Background: an optimization exercise with open tools, aiming at small area. Do not read the settings as production practice. Function was checked by simulation only, so behaviour that the tests miss may differ from the original. Power and IR drop assume default switching activity. The clock port is modelled as an ideal driver; clocking choices that lean on that would not hold on a real chip.

v6:
==> flow/design.v (excerpt) <==
module fhp (
    input  wire        clk,
    input  wire        rst_n,          
    input  wire        fb_we,
    input  wire [6:0]  fb_addr,
    input  wire [7:0]  fb_wdata,
    input  wire        flen_we,
    input  wire [7:0]  flen_wdata,
    input  wire        cmd_valid,
    input  wire        cmd_mode,       
    input  wire [7:0]  cmd_label,
    input  wire [7:0]  rd_addr,
    output wire [31:0] rd_data,
    output wire        done,
    output reg         report_valid
);
    localparam integer NFB = 78;       
    reg [8*NFB-1:0] fb;                
    reg [7:0]       flen;
    genvar g;
    generate
        for (g = 0; g < NFB; g = g + 1) begin : g_fb
            always @(posedge clk)
                if (fb_we && fb_addr == g)
                    fb[8*g +: 8] <= fb_wdata;
        end
    endgenerate
    always @(posedge clk)
        if (flen_we)
            flen <= flen_wdata;
    wire [15:0] etype = {fb[12*8 +: 8], fb[13*8 +: 8]};
    wire [3:0]  ihl = fb[14*8 +: 4];
    wire        is4 = (etype == 16'h0800);
    wire        is6 = (etype == 16'h86DD);
    wire        isa = (etype == 16'h0806);
    wire [3:0]  hl  = is4 ? ihl : is6 ? 4'd10 : 4'd7;
    wire [7:0]  w   = {1'b0, flen[7:1]} - {3'b000, hl, 1'b0};
    wire        rej = (flen < 8'd14);
    wire        l3_ok  = !w[7] && (w[6:0] >= 7'd7) && (!is4 || ihl >= 4'd5);
    wire        udp_ok = !w[7] && (w[6:0] >= 7'd11);
    wire        tcp_ok = !w[7] && (w[6:0] >= 7'd17);
    wire [2:0]  l3_d = !(is4 || is6 || isa) ? 3'd4 :
                       !l3_ok ? 3'd5 :
                       is4 ? 3'd1 : is6 ? 3'd2 : 3'd3;
    wire [7:0]  key  = is4 ? fb[23*8 +: 8] : fb[20*8 +: 8];
    wire [2:0]  l4_d = (key == 8'd6)  ? (tcp_ok ? 3'd1 : 3'd4) :
                       (key == 8'd17) ? (udp_ok ? 3'd2 : 3'd4) : 3'd3;
    reg [31:0] port_hi;
    integer k;
    always @(*) begin
        port_hi = {fb[54*8 +: 8], fb[55*8 +: 8], fb[56*8 +: 8], fb[57*8 +: 8]};
        for (k = 11; k < 16; k = k + 1)
            if (is4 && ihl == k)
                port_hi = {fb[(14+4*k)*8 +: 8], fb[(15+4*k)*8 +: 8],
                           fb[(16+4*k)*8 +: 8], fb[(17+4*k)*8 +: 8]};
    end
    wire hi4 = is4 && (ihl >= 4'd10);
    reg       busy;                    
    reg       rejected;                
    reg [2:0] l3_status;
  ...
For scale: roughly 2,100 cells after synthesis, about 1,100 flip-flops, roughly 79 I/O pins, ~39,000 um^2 of cells after synthesis.
==> flow/config.mk <==
export PLATFORM = sky130hd
export DESIGN_NAME = fhp
export DESIGN_NICKNAME = fhp
export VERILOG_FILES = /design/flow/design.v
export SDC_FILE = /design/flow/constraint.sdc
export NUM_CORES = 4
export LEC_CHECK = 0
export CAP_MARGIN = 20
export CORE_MARGIN = 2
export CORE_UTILIZATION = 70
export CTS_BUF_LIST = sky130_fd_sc_hd__clkbuf_16
export CTS_CLUSTER_DIAMETER = 100
export CTS_CLUSTER_SIZE = 30
export SLEW_MARGIN = 20
==> flow/constraint.sdc <==
create_clock -name core_clock -period 12.0 [get_ports {clk}]
set_input_delay 2.4000 -clock core_clock [delete_from_list [all_inputs] [get_ports {clk}]]
set_output_delay 2.4000 -clock core_clock [all_outputs]
set_load 0.01 [all_outputs]
standard.sh (not shown) runs the stock make flow with config.mk's settings and CLKGATE_MAP_FILE= SYNTH_SCRIPT=/design/flow/synth_recipe.tcl, a recipe that flattens the netlist after the stock synthesis.
==> flow/flow/run.sh <==
#!/bin/bash
# Layout flow: the standard flow (standard.sh), with two changes.
#  1. Synthesis maps the combinational logic with an area-oriented ABC script
#     (flow/abc_area_rounds.script) in place of ORFS's speed script. Everything
#     else in synthesis is the standard script, so the registers are the same.
#  2. Port buffering uses the smallest buffer, sky130_fd_sc_hd__buf_1.
#  3. Clock tree synthesis adds no dummy loads.
set -euo pipefail
here=$(pwd)

# ORFS scripts folder with the ABC script swapped
mkdir -p "$here/scripts_abc"
for f in "$FLOW_HOME"/scripts/*; do
    ln -sf "$f" "$here/scripts_abc/"
done
rm -f "$here/scripts_abc/abc_speed.script"
cp "$here/flow/abc_area_rounds.script" "$here/scripts_abc/abc_speed.script"

bash standard.sh synth SCRIPTS_DIR="$here/scripts_abc" > "$here/synth.log" 2>&1

export BUFFER_PORTS_ARGS="-buffer_cell sky130_fd_sc_hd__buf_1"
export CTS_ARGS="-sink_clustering_enable -repair_clock_nets -sink_clustering_size 30 -sink_clustering_max_diameter 100 -buf_list sky130_fd_sc_hd__clkbuf_16 -dont_use_dummy_load"
bash standard.sh > "$here/layout.log" 2>&1
==> flow/flow/abc_area_rounds.script <==
strash
dch
&get -n
&dch -f
&nf -a -R 1000
&put
strash
dch
&get -n
&dch -f
&nf -a -R 1000
&put
Inputs modified between v6 and v7:
- CORE_UTILIZATION: 70 -> 65
- CTS_CLUSTER_DIAMETER: 100 -> 80
- CTS_CLUSTER_SIZE: 30 -> 25
--- a/flow/flow/run.sh
+++ b/flow/flow/run.sh
@@ -22 +22 @@
-export CTS_ARGS="-sink_clustering_enable -repair_clock_nets -sink_clustering_size 30 -sink_clustering_max_diameter 100 -buf_list sky130_fd_sc_hd__clkbuf_16 -dont_use_dummy_load"
+export CTS_ARGS="-sink_clustering_enable -repair_clock_nets -sink_clustering_size 25 -sink_clustering_max_diameter 80 -buf_list sky130_fd_sc_hd__clkbuf_16 -dont_use_dummy_load"
Findings:
- Between v6 and v7, number of non-clock buffers in the layout decreased.
- v6 → v7: setup slack went up 0.096 ns; routed via count has decreased; headroom to the max-slew limit decreased by 5.0 points relative to the old numbers.


== alpha ==
Another version of the RTL of fhp (not shown whole).
Size in the first run: roughly 2,000 cells after synthesis, roughly 1,100 flip-flops, about 79 I/O pins, about 38,000 µm² of cells after synthesis.
## fhp
module fhp (
    input  wire        clk,
    input  wire        rst_n,          
    input  wire        fb_we,
    input  wire [6:0]  fb_addr,
    input  wire [7:0]  fb_wdata,
    input  wire        flen_we,
    input  wire [7:0]  flen_wdata,
    input  wire        cmd_valid,
    input  wire        cmd_mode,       
    input  wire [7:0]  cmd_label,
    input  wire [7:0]  rd_addr,
    output wire [31:0] rd_data,
    output wire        done,
    output reg         report_valid
);
export LEC_CHECK = 0
export CAP_MARGIN = 20
export CORE_MARGIN = 2
export CORE_UTILIZATION = 70
export CTS_BUF_LIST = sky130_fd_sc_hd__clkbuf_16
export CTS_CLUSTER_DIAMETER = 100
export CTS_CLUSTER_SIZE = 30
export SLEW_MARGIN = 20
create_clock -name core_clock -period 12.0 [get_ports {clk}]
==> flow/flow/run.sh <==
#!/bin/bash
# Layout flow: the standard flow (standard.sh), with two changes.
#  1. Synthesis maps the combinational logic with an area-oriented ABC script
#     (flow/abc_area_rounds.script) in place of ORFS's speed script. Everything
#     else in synthesis is the standard script, so the registers are the same.
#  2. Port buffering uses the smallest buffer, sky130_fd_sc_hd__buf_1.
#  3. Clock tree synthesis adds no dummy loads.
set -euo pipefail
here=$(pwd)

# ORFS scripts folder with the ABC script swapped
mkdir -p "$here/scripts_abc"
for f in "$FLOW_HOME"/scripts/*; do
    ln -sf "$f" "$here/scripts_abc/"
done
rm -f "$here/scripts_abc/abc_speed.script"
cp "$here/flow/abc_area_rounds.script" "$here/scripts_abc/abc_speed.script"

bash standard.sh synth SCRIPTS_DIR="$here/scripts_abc" > "$here/synth.log" 2>&1

export BUFFER_PORTS_ARGS="-buffer_cell sky130_fd_sc_hd__buf_1"
export CTS_ARGS="-sink_clustering_enable -repair_clock_nets -sink_clustering_size 30 -sink_clustering_max_diameter 100 -buf_list sky130_fd_sc_hd__clkbuf_16 -dont_use_dummy_load"
bash standard.sh > "$here/layout.log" 2>&1
==> flow/flow/abc_area_rounds.script <==
strash
dch
&get -n
&dch -f
&nf -R 1000
&put
strash
dch
&get -n
&dch -f
&nf -R 1000
&put
strash
dch
&get -n
&dch -f
&nf -R 1000
&put
strash
dch
&get -n
&dch -f
&nf -R 1000
&put
Modified inputs, beta compared to alpha
--- a/flow/config.mk
+++ b/flow/config.mk
@@ -9,3 +9,3 @@
 export CORE_MARGIN = 2
-export CORE_UTILIZATION = 70
+export CORE_UTILIZATION = 75
 export CTS_BUF_LIST = sky130_fd_sc_hd__clkbuf_16
Clock network contribution to total cell area across beta and alpha: no real change.
Between alpha and beta, the reported clock group power figures differ only marginally.
On beta: standard cell core area is 6.8% lower than what alpha gave.
Compare beta and alpha | initial core utilization higher: beta
Compared with alpha, in beta internal power was more or less identical; post-synthesis net count was more or less identical; weighted congestion at the end of routability-driven global placement went up by about 5%.
Setup WNS alpha -> beta: worse
Final cycle utilization of the critical path is lower on alpha
beta vs. alpha: post-route total power grew by 0.42%, layout filler cell count shrank by 583.

==> re-timing with driven ports <==
The flow's constraints put no driver on any port. The routed layouts listed below were extracted and timed again, unchanged, in two steps.
Step 1 (the two cells are an assumption about what drives the block):
set clk [get_ports {clk}]
set_driving_cell -lib_cell sky130_fd_sc_hd__clkbuf_16 $clk
set_driving_cell -lib_cell sky130_fd_sc_hd__buf_2 [delete_from_list [all_inputs] $clk]
Step 2 adds t to the input delays and takes it off the output delays; t is the mean of the earliest and latest rising clock arrival at the registers after step 1. Input paths then give back, and output paths get back, about the clock's delay inside the block.
Three values: ideal ports, drivers, drivers and shift; two values: the first two.
run | t (ns) | setup WS [ns] | worst register clock-pin slew, ns | pins driven straight from the clock port
v6 | 0.662 | 3.477 / 3.449 / 3.449 | 0.12 / 0.12 | 1
v7 | 0.667 | 3.573 / 3.548 / 3.548 | 0.10 / 0.10 | 1
alpha | 0.660 | 4.023 / 3.994 / 3.994 | 0.12 / 0.12 | 1
beta | 0.678 | 3.827 / 3.805 / 3.805 | 0.12 / 0.12 | 1
After both steps setup and hold are still met in every run listed. For alpha, which loses most, drivers alone change the setup slack by -0.029 ns; drivers and shift together by -0.029 ns.
